Source: an optimization exercise on an open RTL-to-GDS flow (aim: small area and a short achievable clock period). Production flows keep margins and buffers that such runs may drop. RTL that was checked went through simulation tests only; none was proved equivalent to the original.

==> 09-25: inputs <==
==> flow/design.v <==
module zcpf_nec (
    input  wire       clk,
    input  wire       rst,       
    input  wire       zc_in,     
    input  wire       ir_in,     
    input  wire       dt_tick,   
    input  wire       tb_tick,   
    input  wire [3:0] addr,
    input  wire [7:0] wdata,
    input  wire       rd,
    input  wire       wr,
    output reg  [7:0] rdata,
    output reg        gate_n
);
    localparam [2:0] S_IDLE    = 3'd0;
    localparam [2:0] S_MARK    = 3'd1;
    localparam [2:0] S_SPACE   = 3'd2;
    localparam [2:0] S_HIGHBIT = 3'd3;
    localparam [2:0] S_LOWBIT  = 3'd4;
    localparam [2:0] S_REPEAT  = 3'd5;
    localparam [127:0] LUT_TT = {
        16'h003f, 16'h00c7, 16'h014b, 16'h0399,
        16'h0255, 16'h030f, 16'h0333, 16'h0155 };
    localparam [7:0] KICK_200 = 8'had, KICK_199 = 8'h5b, KICK_1 = 8'h80;
    localparam [15:0] TB_FFFF = 16'h8000;
    function [7:0] step8;
        input [7:0] q;
        begin
            step8 = {q[6:0], q[7] ^ q[5] ^ q[4] ^ q[3] ^ (q[6:0] == 7'd0)};
        end
    endfunction
    function [15:0] step16;
        input [15:0] q;
        begin
            step16 = {q[14:0], q[15] ^ q[14] ^ q[12] ^ q[3] ^ (q[14:0] == 15'd0)};
        end
    endfunction
    function [7:0] lut;
        input [3:0] idx;
        integer b;
        begin
            for (b = 0; b < 8; b = b + 1)
                lut[b] = LUT_TT[16*b + idx];
        end
    endfunction
    reg  [2:0]  ir_state;
    reg  [3:0]  phase;        
    reg  [3:0]  dly_a;        
    reg  [4:0]  dly_b;
    reg         dly_armed;
    reg         gate;
    reg         run;
    reg  [3:0]  level;
    reg         start_req;
    reg  [7:0]  kick_cnt;
    reg  [15:0] tb_cnt;
    reg  [7:0]  hc_cnt;
    reg  [7:0]  ovf_cnt;
    reg         ir_level;
    reg  [15:0] ivc;          
    reg  [31:1] acc;
    reg  [4:0]  bitcnt;
    reg  [31:0] frame;
    reg         frame_vld;    
    reg  [1:0]  ir_idle;
    reg         frame_rdy;
    reg         rpt_pend;
    reg         ovf_f;
    reg         zc_f;
    reg         pulse_on;     
    reg  [3:0]  pulse_cnt;    
    reg         zc_prev;
    reg         ir_prev;
    wire ir_now = ~ir_in;
    wire zc_ev  = zc_in & ~zc_prev;
    wire ir_ev  = ir_now ^ ir_prev;
    wire dt_ev  = dt_tick & dly_armed;
    wire wr_lvl = wr & (addr == 4'h0);
    wire wr_ctl = wr & (addr == 4'h1);
    wire wr_flg = wr & (addr == 4'h4);
    wire       wlvl_z = wdata[7] | (wdata[6:0] == 7'd0);
    wire       wlvl_9 = (wdata[6:0] > 7'd9) | (wdata[3:0] == 4'd9);
    wire [3:0] wlvl   = wdata[7] ? 4'd0 : wlvl_9 ? 4'd9 : wdata[3:0];
    wire kick_nz = (kick_cnt != 8'd0);
    wire kick_1  = (kick_cnt == KICK_1);
    wire dly_bz  = (dly_b == 5'd0);
    wire dly_z   = (dly_a == 4'd10) & dly_bz;
    wire c_zero = wr_lvl & wlvl_z;                           
    wire c_kick = wr_lvl & ~wlvl_z & ~run & start_req;       
    wire c_set  = wr_lvl & ~wlvl_z & ~start_req & ~run       
                | wr_lvl & ~wlvl_z & run & ~kick_nz;
    wire c_keep = ~(c_zero | c_kick | c_set);                
    wire       w_run   = c_zero ? 1'b0 : (c_kick | run);
    wire [3:0] w_level = wr_lvl ? wlvl : level;
    wire       w_ph9   = c_kick | (c_set & wlvl_9 & ~wdata[7]) | (c_keep & phase == 4'd9);
    wire kick_end = zc_ev & c_keep & ~c_zero & kick_1;    
    reg [3:0] w_phase;
    always @* begin
        if (c_zero)        w_phase = 4'd0;
        else if (c_kick)   w_phase = 4'd9;
        else if (c_set)    w_phase = wlvl;
        else               w_phase = phase;
    end
    reg [3:0] n_phase;
    always @* begin
        if (kick_end)      n_phase = w_level;
        else               n_phase = w_phase;
    end
    reg [7:0] n_kick;
    always @* begin
        if (c_zero)                 n_kick = 8'd0;
        else if (c_kick)            n_kick = zc_ev ? KICK_199 : KICK_200;
        else if (zc_ev & kick_nz)   n_kick = step8(kick_cnt);
        else                        n_kick = kick_cnt;
    end
    wire       dly_step = dt_ev & ~dly_z;
    wire [3:0] n_dly_a = zc_ev ? w_phase :
                         (dly_step & dly_bz) ? dly_a + 4'd1 : dly_a;
    wire [4:0] n_dly_b = zc_ev ? (dt_tick ? 5'd4 : 5'd5) :
                         dly_step ? (dly_bz ? 5'd24 : dly_b - 5'd1) : dly_b;
    wire expire  = ~zc_ev & dt_ev & dly_z;
    wire fire    = expire & w_run;
    wire n_armed = zc_ev | (dly_armed & ~expire);
    wire n_gate  = (zc_ev & w_run & w_ph9) | (gate & ~expire);
    wire n_pulse_on = fire | (pulse_on & (pulse_cnt != 4'd0));
    wire [15:0] iv = ivc;
    wire iv_ge787 = (iv >= 16'd787);
    wire iv_lt394 = (iv <  16'd394);
    wire iv_bit   = (iv >= 16'd56) && (iv <= 16'd84);
    wire iv_low   = (iv >= 16'd56) && (iv <= 16'd252);
    wire iv_one   = (iv >= 16'd168);
    wire st_idle = (ir_state == S_IDLE);
    wire st_mark = (ir_state == S_MARK);
    wire st_spc  = (ir_state == S_SPACE);
    wire st_hi   = (ir_state == S_HIGHBIT);
    wire st_lo   = (ir_state == S_LOWBIT);
    wire st_rpt  = (ir_state == S_REPEAT);
    reg [2:0] ed_state;
    always @* begin
        case (ir_state)
            S_IDLE:    ed_state = S_MARK;       
            S_MARK:    ed_state = iv_ge787 ? S_SPACE : S_IDLE;
            S_SPACE:   ed_state = iv_lt394 ? S_REPEAT : S_HIGHBIT;
            S_HIGHBIT: ed_state = iv_bit ? S_LOWBIT : S_IDLE;
            S_LOWBIT:  ed_state = (iv_low & (bitcnt != 5'd31)) ? S_HIGHBIT : S_IDLE;
            default:   ed_state = S_IDLE;
        endcase
    end
    wire go_idle_hold = st_idle & ~ir_now;                  
    wire done_pre = st_lo & iv_low & (bitcnt == 5'd31);     
    wire rpt_pre  = st_rpt & iv_bit;
    wire [4:0] ed_bitcnt = (st_lo & iv_low & (bitcnt != 5'd31)) ? bitcnt + 5'd1 :
                           (st_spc | st_hi & iv_bit) ? bitcnt : 5'd0;
    wire [15:0] sel = 16'd1 << addr;
    wire        sel_fr = frame_vld & addr[3] & ~addr[2];
    wire [7:0] rd_view =
        ({8{sel[0]}} & {4'd0, level}) |
        ({8{sel[1]}} & {7'd0, start_req}) |
        ({8{sel[2]}} & lut(phase)) |
        ({8{sel[3]}} & {3'd0, ir_level, dly_armed, gate, kick_nz, run}) |
        ({8{sel[4]}} & {4'd0, zc_f, ovf_f, rpt_pend, frame_rdy}) |
        ({8{sel[5]}} & hc_cnt) |
        ({8{sel[6]}} & ovf_cnt) |
        ({8{sel[7]}} & {ir_state, bitcnt}) |
        ({8{sel_fr & addr[1:0] == 2'd0}} & frame[7:0]) |
        ({8{sel_fr & addr[1:0] == 2'd1}} & frame[15:8]) |
        ({8{sel_fr & addr[1:0] == 2'd2}} & frame[23:16]) |
        ({8{sel_fr & addr[1:0] == 2'd3}} & frame[31:24]);
    wire tb_wrap = tb_tick & (tb_cnt == TB_FFFF);
    wire [1:0] idle_ir = ir_ev ? 2'd0 : ir_idle;
    always @(posedge clk) begin
        zc_prev <= zc_in;
        ir_prev <= ir_now;
        dly_a   <= n_dly_a;
        dly_b   <= n_dly_b;
        if (fire)
            pulse_cnt <= 4'd15;
        else
            pulse_cnt <= pulse_cnt - 4'd1;
        if (ir_ev)
            ivc <= {15'd0, tb_tick};
        else if (tb_tick)
            ivc <= ivc + 16'd1;
        if (ir_ev & st_lo)
            acc <= {iv_one, acc[31:2]};
        if (ir_ev & done_pre)
            frame <= {iv_one, acc};
    end
    always @(posedge clk) begin
        if (rst) begin
            ir_state  <= S_IDLE;
            phase     <= 4'd0;
            dly_armed <= 1'b0;
            gate      <= 1'b0;
            run       <= 1'b0;
            level     <= 4'd0;
            start_req <= 1'b0;
            kick_cnt  <= 8'd0;
            tb_cnt    <= 16'd0;
            hc_cnt    <= 8'd0;
            ovf_cnt   <= 8'd0;
            ir_level  <= 1'b0;
            bitcnt    <= 5'd0;
            frame_vld <= 1'b0;
            ir_idle   <= 2'd0;
            frame_rdy <= 1'b0;
            rpt_pend  <= 1'b0;
            ovf_f     <= 1'b0;
            zc_f      <= 1'b0;
            pulse_on  <= 1'b0;
            gate_n    <= 1'b1;
            rdata     <= 8'd0;
        end else begin
            phase     <= n_phase;
            dly_armed <= n_armed;
            gate      <= n_gate;
            run       <= w_run;
            level     <= w_level;
            kick_cnt  <= n_kick;
            pulse_on  <= n_pulse_on;
            gate_n    <= ~(n_gate | n_pulse_on);
            if (wr_lvl)
                start_req <= 1'b0;
            else if (wr_ctl)
                start_req <= wdata[0];
            if (zc_ev)
                hc_cnt <= hc_cnt + 8'd1;
            if (ir_ev) begin
                ir_level <= ir_now;
                if (!go_idle_hold) begin
                    ir_state <= ed_state;
                    bitcnt   <= ed_bitcnt;
                end
                if (done_pre)
                    frame_vld <= 1'b1;
            end
            if (tb_tick)
                tb_cnt <= step16(tb_cnt);
            if (tb_wrap) begin
                ovf_cnt <= ovf_cnt + 8'd1;
                ir_idle <= (idle_ir == 2'd2) ? 2'd2 : idle_ir + 2'd1;
            end else begin
                ir_idle <= idle_ir;
            end
            frame_rdy <= (frame_rdy & ~(wr_flg & wdata[0])) | (ir_ev & done_pre);
            rpt_pend  <= ((rpt_pend & ~(wr_flg & wdata[1])) | (ir_ev & rpt_pre))
                         & ~(tb_wrap & (idle_ir != 2'd0));
            ovf_f     <= (ovf_f & ~(wr_flg & wdata[2])) | tb_wrap;
            zc_f      <= (zc_f & ~(wr_flg & wdata[3])) | zc_ev;
            if (rd)
                rdata <= rd_view;
        end
    end
endmodule
==> flow/flow/run.sh <==
#!/bin/bash
# Own layout flow: the standard flow (standard.sh, standard synthesis
# unchanged) with extra ORFS variables from flow/extra.env, e.g. the cell
# buffer_ports puts on every port.
set -euo pipefail
set -a
source flow/extra.env
set +a
bash standard.sh > flow.log 2>&1
==> flow/flow/extra.env <==
BUFFER_PORTS_ARGS="-buffer_cell sky130_fd_sc_hd__buf_4"
CTS_ARGS="-sink_clustering_enable -repair_clock_nets -dont_use_dummy_load -sink_buffer_max_cap_derate 0.5 -buf_list {sky130_fd_sc_hd__clkbuf_4 sky130_fd_sc_hd__clkbuf_8}"
==> flow/standard.sh <==
#!/bin/bash
# synth_recipe.tcl (not shown) runs the flow's synth.tcl, then flattens the netlist and writes it again
# the make line also repeats each setting of config.mk as NAME=value (left out here)
make -C /OpenROAD-flow-scripts/flow DESIGN_CONFIG=/design/flow/config.mk WORK_HOME=/design/flow/orfs CLKGATE_MAP_FILE= SYNTH_SCRIPT=/design/flow/synth_recipe.tcl "${@:-finish}"
==> flow/config.mk <==
export PLATFORM = sky130hd
export DESIGN_NAME = zcpf_nec
export DESIGN_NICKNAME = zcpf_nec
export VERILOG_FILES = /design/flow/design.v
export SDC_FILE = /design/flow/constraint.sdc
export NUM_CORES = 4
export LEC_CHECK = 0
export CAP_MARGIN = 20
export CORE_MARGIN = 2
export CORE_UTILIZATION = 40
export CTS_BUF_LIST = sky130_fd_sc_hd__clkbuf_4 sky130_fd_sc_hd__clkbuf_8
export SETUP_SLACK_MARGIN = 2.4
export SLEW_MARGIN = 20
==> flow/constraint.sdc <==
create_clock -name core_clock -period 4.5 [get_ports {clk}]
set_input_delay 0.9000 -clock core_clock [delete_from_list [all_inputs] [get_ports {clk}]]
set_output_delay 0.9000 -clock core_clock [all_outputs]
set_load 0.01 [all_outputs]
==> 09-07 (differences from 09-25) <==
==> flow/flow/extra.env (replaced) <==
BUFFER_PORTS_ARGS="-buffer_cell sky130_fd_sc_hd__buf_4"
- SETUP_SLACK_MARGIN: 2.4 -> 2.7
==> 11-08 (differences from 09-25) <==
==> flow/design.v, changed modules only <==
module zcpf_nec (
    input  wire       clk,
    input  wire       rst,       
    input  wire       zc_in,     
    input  wire       ir_in,     
    input  wire       dt_tick,   
    input  wire       tb_tick,   
    input  wire [3:0] addr,
    input  wire [7:0] wdata,
    input  wire       rd,
    input  wire       wr,
    output reg  [7:0] rdata,
    output reg        gate_n
);
    localparam [2:0] S_IDLE    = 3'd0;
    localparam [2:0] S_MARK    = 3'd1;
    localparam [2:0] S_SPACE   = 3'd2;
    localparam [2:0] S_HIGHBIT = 3'd3;
    localparam [2:0] S_LOWBIT  = 3'd4;
    localparam [2:0] S_REPEAT  = 3'd5;
    localparam [127:0] LUT_TT = {
        16'h003f, 16'h00c7, 16'h014b, 16'h0399,
        16'h0255, 16'h030f, 16'h0333, 16'h0155 };
    localparam [127:0] LUTM_TT = {
        16'h003f, 16'h00c7, 16'h014b, 16'h0319,
        16'h02d5, 16'h0387, 16'h0199, 16'h02aa };
    function [7:0] lut;
        input [3:0] idx;
        input       minus1;
        integer b;
        begin
            for (b = 0; b < 8; b = b + 1)
                lut[b] = minus1 ? LUTM_TT[16*b + idx] : LUT_TT[16*b + idx];
        end
    endfunction
    reg  [2:0]  ir_state;
    reg  [3:0]  phase;        
    reg  [7:0]  dly_cnt;
    reg         dly_armed;
    reg         gate;
    reg         run;
    reg  [3:0]  level;
    reg         start_req;
    reg  [7:0]  kick_cnt;
    reg  [15:0] tb_cnt;
    reg  [7:0]  hc_cnt;
    reg  [7:0]  ovf_cnt;
    reg         ir_level;
    reg  [15:0] ivc;          
    reg  [31:1] acc;
    reg  [4:0]  bitcnt;
    reg  [31:0] frame;
    reg         frame_vld;    
    reg  [1:0]  ir_idle;
    reg         frame_rdy;
    reg         rpt_pend;
    reg         ovf_f;
    reg         zc_f;
    reg         pulse_on;     
    reg  [3:0]  pulse_cnt;    
    reg         zc_prev;
    reg         ir_prev;
    wire ir_now = ~ir_in;
    wire zc_ev  = zc_in & ~zc_prev;
    wire ir_ev  = ir_now ^ ir_prev;
    wire dt_ev  = dt_tick & dly_armed;
    wire wr_lvl = wr & (addr == 4'h0);
    wire wr_ctl = wr & (addr == 4'h1);
    wire wr_flg = wr & (addr == 4'h4);
    wire       wlvl_z = wdata[7] | (wdata[6:0] == 7'd0);
    wire       wlvl_9 = (wdata[6:0] > 7'd9) | (wdata[3:0] == 4'd9);
    wire [3:0] wlvl   = wdata[7] ? 4'd0 : wlvl_9 ? 4'd9 : wdata[3:0];
    wire kick_nz = (kick_cnt != 8'd0);
    wire kick_1  = (kick_cnt == 8'd1);
    wire dly_z   = (dly_cnt == 8'd0);
    wire c_zero = wr_lvl & wlvl_z;                           
    wire c_kick = wr_lvl & ~wlvl_z & ~run & start_req;       
    wire c_set  = wr_lvl & ~wlvl_z & ~start_req & ~run       
                | wr_lvl & ~wlvl_z & run & ~kick_nz;
    wire c_keep = ~(c_zero | c_kick | c_set);                
    wire       w_run   = c_zero ? 1'b0 : (c_kick | run);
    wire [3:0] w_level = wr_lvl ? wlvl : level;
    wire       w_ph9   = c_kick | (c_set & wlvl_9 & ~wdata[7]) | (c_keep & phase == 4'd9);
    wire kick_end = zc_ev & c_keep & ~c_zero & kick_1;    
    reg [3:0] n_phase;
    always @* begin
        if (kick_end)      n_phase = w_level;
        else if (c_zero)   n_phase = 4'd0;
        else if (c_kick)   n_phase = 4'd9;
        else if (c_set)    n_phase = wlvl;
        else               n_phase = phase;
    end
    reg [7:0] n_kick;
    always @* begin
        if (c_zero)                 n_kick = 8'd0;
        else if (c_kick)            n_kick = zc_ev ? 8'd199 : 8'd200;
        else if (zc_ev & kick_nz)   n_kick = kick_cnt - 8'd1;
        else                        n_kick = kick_cnt;
    end
    reg [7:0] zc_dly;
    always @* begin
        if (c_zero)        zc_dly = dt_tick ? 8'd254 : 8'd255;
        else if (c_kick)   zc_dly = dt_tick ? 8'd29  : 8'd30;
        else if (c_set)    zc_dly = lut(wlvl, dt_tick);
        else               zc_dly = lut(phase, dt_tick);
    end
    wire [7:0] n_dly = zc_ev ? zc_dly : (dt_ev & ~dly_z) ? dly_cnt - 8'd1 : dly_cnt;
    wire expire  = ~zc_ev & dt_ev & dly_z;
    wire fire    = expire & w_run;
    wire n_armed = zc_ev | (dly_armed & ~expire);
    wire n_gate  = (zc_ev & w_run & w_ph9) | (gate & ~expire);
    wire n_pulse_on = fire | (pulse_on & (pulse_cnt != 4'd0));
    wire [15:0] iv = ivc;
    wire iv_ge787 = (iv >= 16'd787);
    wire iv_lt394 = (iv <  16'd394);
    wire iv_bit   = (iv >= 16'd56) && (iv <= 16'd84);
    wire iv_low   = (iv >= 16'd56) && (iv <= 16'd252);
    wire iv_one   = (iv >= 16'd168);
    wire st_idle = (ir_state == S_IDLE);
    wire st_mark = (ir_state == S_MARK);
    wire st_spc  = (ir_state == S_SPACE);
    wire st_hi   = (ir_state == S_HIGHBIT);
    wire st_lo   = (ir_state == S_LOWBIT);
    wire st_rpt  = (ir_state == S_REPEAT);
    reg [2:0] ed_state;
    always @* begin
        case (ir_state)
            S_IDLE:    ed_state = S_MARK;       
            S_MARK:    ed_state = iv_ge787 ? S_SPACE : S_IDLE;
            S_SPACE:   ed_state = iv_lt394 ? S_REPEAT : S_HIGHBIT;
            S_HIGHBIT: ed_state = iv_bit ? S_LOWBIT : S_IDLE;
            S_LOWBIT:  ed_state = (iv_low & (bitcnt != 5'd31)) ? S_HIGHBIT : S_IDLE;
            default:   ed_state = S_IDLE;
        endcase
    end
    wire go_idle_hold = st_idle & ~ir_now;                  
    wire done_pre = st_lo & iv_low & (bitcnt == 5'd31);     
    wire rpt_pre  = st_rpt & iv_bit;
    wire [4:0] ed_bitcnt = (st_lo & iv_low & (bitcnt != 5'd31)) ? bitcnt + 5'd1 :
                           (st_spc | st_hi & iv_bit) ? bitcnt : 5'd0;
    reg [7:0] rd_view;
    always @* begin
        case (addr)
            4'h0: rd_view = {4'd0, level};
            4'h1: rd_view = {7'd0, start_req};
            4'h2: rd_view = lut(phase, 1'b0);
            4'h3: rd_view = {3'd0, ir_level, dly_armed, gate, kick_nz, run};
            4'h4: rd_view = {4'd0, zc_f, ovf_f, rpt_pend, frame_rdy};
            4'h5: rd_view = hc_cnt;
            4'h6: rd_view = ovf_cnt;
            4'h7: rd_view = {ir_state, bitcnt};
            4'h8: rd_view = frame[7:0]   & {8{frame_vld}};
            4'h9: rd_view = frame[15:8]  & {8{frame_vld}};
            4'hA: rd_view = frame[23:16] & {8{frame_vld}};
            4'hB: rd_view = frame[31:24] & {8{frame_vld}};
            default: rd_view = 8'd0;
        endcase
    end
    wire tb_wrap = tb_tick & (&tb_cnt);
    wire [1:0] idle_ir = ir_ev ? 2'd0 : ir_idle;
    always @(posedge clk) begin
        zc_prev <= zc_in;
        ir_prev <= ir_now;
        dly_cnt <= n_dly;
        if (fire)
            pulse_cnt <= 4'd15;
        else
            pulse_cnt <= pulse_cnt - 4'd1;
        if (ir_ev)
            ivc <= {15'd0, tb_tick};
        else if (tb_tick)
            ivc <= ivc + 16'd1;
        if (ir_ev & st_lo)
            acc <= {iv_one, acc[31:2]};
        if (ir_ev & done_pre)
            frame <= {iv_one, acc};
    end
    always @(posedge clk) begin
        if (rst) begin
            ir_state  <= S_IDLE;
            phase     <= 4'd0;
            dly_armed <= 1'b0;
            gate      <= 1'b0;
            run       <= 1'b0;
            level     <= 4'd0;
            start_req <= 1'b0;
            kick_cnt  <= 8'd0;
            tb_cnt    <= 16'd0;
            hc_cnt    <= 8'd0;
            ovf_cnt   <= 8'd0;
            ir_level  <= 1'b0;
            bitcnt    <= 5'd0;
            frame_vld <= 1'b0;
            ir_idle   <= 2'd0;
            frame_rdy <= 1'b0;
            rpt_pend  <= 1'b0;
            ovf_f     <= 1'b0;
            zc_f      <= 1'b0;
            pulse_on  <= 1'b0;
            gate_n    <= 1'b1;
            rdata     <= 8'd0;
        end else begin
            phase     <= n_phase;
            dly_armed <= n_armed;
            gate      <= n_gate;
            run       <= w_run;
            level     <= w_level;
            kick_cnt  <= n_kick;
            pulse_on  <= n_pulse_on;
            gate_n    <= ~(n_gate | n_pulse_on);
            if (wr_lvl)
                start_req <= 1'b0;
            else if (wr_ctl)
                start_req <= wdata[0];
            if (zc_ev)
                hc_cnt <= hc_cnt + 8'd1;
            if (ir_ev) begin
                ir_level <= ir_now;
                if (!go_idle_hold) begin
                    ir_state <= ed_state;
                    bitcnt   <= ed_bitcnt;
                end
                if (done_pre)
                    frame_vld <= 1'b1;
            end
            if (tb_tick)
                tb_cnt <= tb_cnt + 16'd1;
            if (tb_wrap) begin
                ovf_cnt <= ovf_cnt + 8'd1;
                ir_idle <= (idle_ir == 2'd2) ? 2'd2 : idle_ir + 2'd1;
            end else begin
                ir_idle <= idle_ir;
            end
            frame_rdy <= (frame_rdy & ~(wr_flg & wdata[0])) | (ir_ev & done_pre);
            rpt_pend  <= ((rpt_pend & ~(wr_flg & wdata[1])) | (ir_ev & rpt_pre))
                         & ~(tb_wrap & (idle_ir != 2'd0));
            ovf_f     <= (ovf_f & ~(wr_flg & wdata[2])) | tb_wrap;
            zc_f      <= (zc_f & ~(wr_flg & wdata[3])) | zc_ev;
            if (rd)
                rdata <= rd_view;
        end
    end
endmodule
==> flow/run.sh (new file) <==
#!/bin/bash
# synth_recipe.tcl (not shown) runs the flow's synth.tcl, then flattens the netlist and writes it again
# the make line also repeats each setting of config.mk as NAME=value (left out here)
make -C /OpenROAD-flow-scripts/flow DESIGN_CONFIG=/design/flow/config.mk WORK_HOME=/design/flow/orfs CLKGATE_MAP_FILE= SYNTH_SCRIPT=/design/flow/synth_recipe.tcl finish
removed: flow/flow/run.sh
removed: flow/flow/extra.env
removed: flow/standard.sh
==> flow_summary.json <==
{
  "status": "timing/DRC/antenna clean",
  "timing.rr.start": "kick_cnt[2]",
  "fin_skew_ns": 0.0166,
  "cp-end-kind": "flip-flop",
  "signal_buffers": 128,
  "synth_mux_area_share_pct": 3.50,
  "dpl.hpwl_um": 13200,
  "grt_max_degree": 73,
  "clk-power_uw": 1160,
  "clock_sinks": 172,
  "multi_input_cells": 544,
  "swShare_pct": 25.8,
  "path_clk_slew_ns": 0.10,
  "wl_met2_um": 10500,
  "dominant_cells": "multi-input gates"
}
That was 09-07.
==> flow_summary.json <==
{
  "timing.rr.start": "kick_cnt[6]",
  "path_clk_slew_ns": 0.10,
  "fin_skew_ns": 0.0196,
  "cp-end-kind": "flip-flop",
  "grt_max_degree": 58,
  "dpl.hpwl_um": 13300,
  "signal_buffers": 99,
  "clk-power_uw": 1160,
  "wl_met2_um": 9930,
  "status": "timing/DRC/antenna clean",
  "swShare_pct": 31.7
}
That was 11-08.
==> flow_summary.json <==
{
  "swShare_pct": 23.3,
  "yosysTopAreaCellShare_pct": 27.8,
  "clock_sinks": 172,
  "synth_mux_area_share_pct": 3.50,
  "stdcell_count": 1066,
  "timing.rr.start": "kick_cnt[0]",
  "clk-power_uw": 809,
  "cp-end-kind": "primary output",
  "status": "timing/DRC/antenna clean",
  "syn_area_um2": 7890,
  "dpl.hpwl_um": 13000,
  "crit_path_end": "rdata[2]",
  "grt_max_degree": 73,
  "p_sw_uw": 618,
  "dominant_cells": "flip-flops and latches",
  "die_y_um": 144,
  "path_clk_slew_ns": 0.07,
  "wl_met2_um": 8440,
  "port_buffers": 28,
  "signal_buffers": 44
}
That was 09-25.
Function not checked in 11-08: the RTL went through the layout flow alone.

[afterwards: timing with drivers on the ports]
Ports are ideal in the flow. The routed layouts listed here were re-timed in OpenROAD.
Step 1 (the two cells are an assumption about what drives the block):
set clk [get_ports {clk}]
set_driving_cell -lib_cell sky130_fd_sc_hd__clkbuf_16 $clk
set_driving_cell -lib_cell sky130_fd_sc_hd__buf_2 [delete_from_list [all_inputs] $clk]
Step 2 moves the port delays by t, midway between the first and last clock arrival at a register: inputs arrive t later, outputs are due t later. That takes back most of the time a late clock gives input paths.
Three values: ideal, step 1, step 2; two values: the first two.
run	shift t [ns]	setup slack, ns	hold slack, ns	clock arrival spread, ns
09-25	0.642	2.432 / 2.396 / 1.864	0.401 / 0.401 / 0.401	0.040 / 0.040
09-07	0.500	2.463 / 2.440 / 1.940	0.433 / 0.433 / 0.433	0.017 / 0.017
11-08	0.502	2.323 / 2.330 / 1.828	0.423 / 0.423 / 0.423	0.020 / 0.020
After both steps setup and hold are still met in every run listed. For 09-25, which loses most, drivers alone change the setup slack by -0.036 ns; drivers and shift together by -0.568 ns.
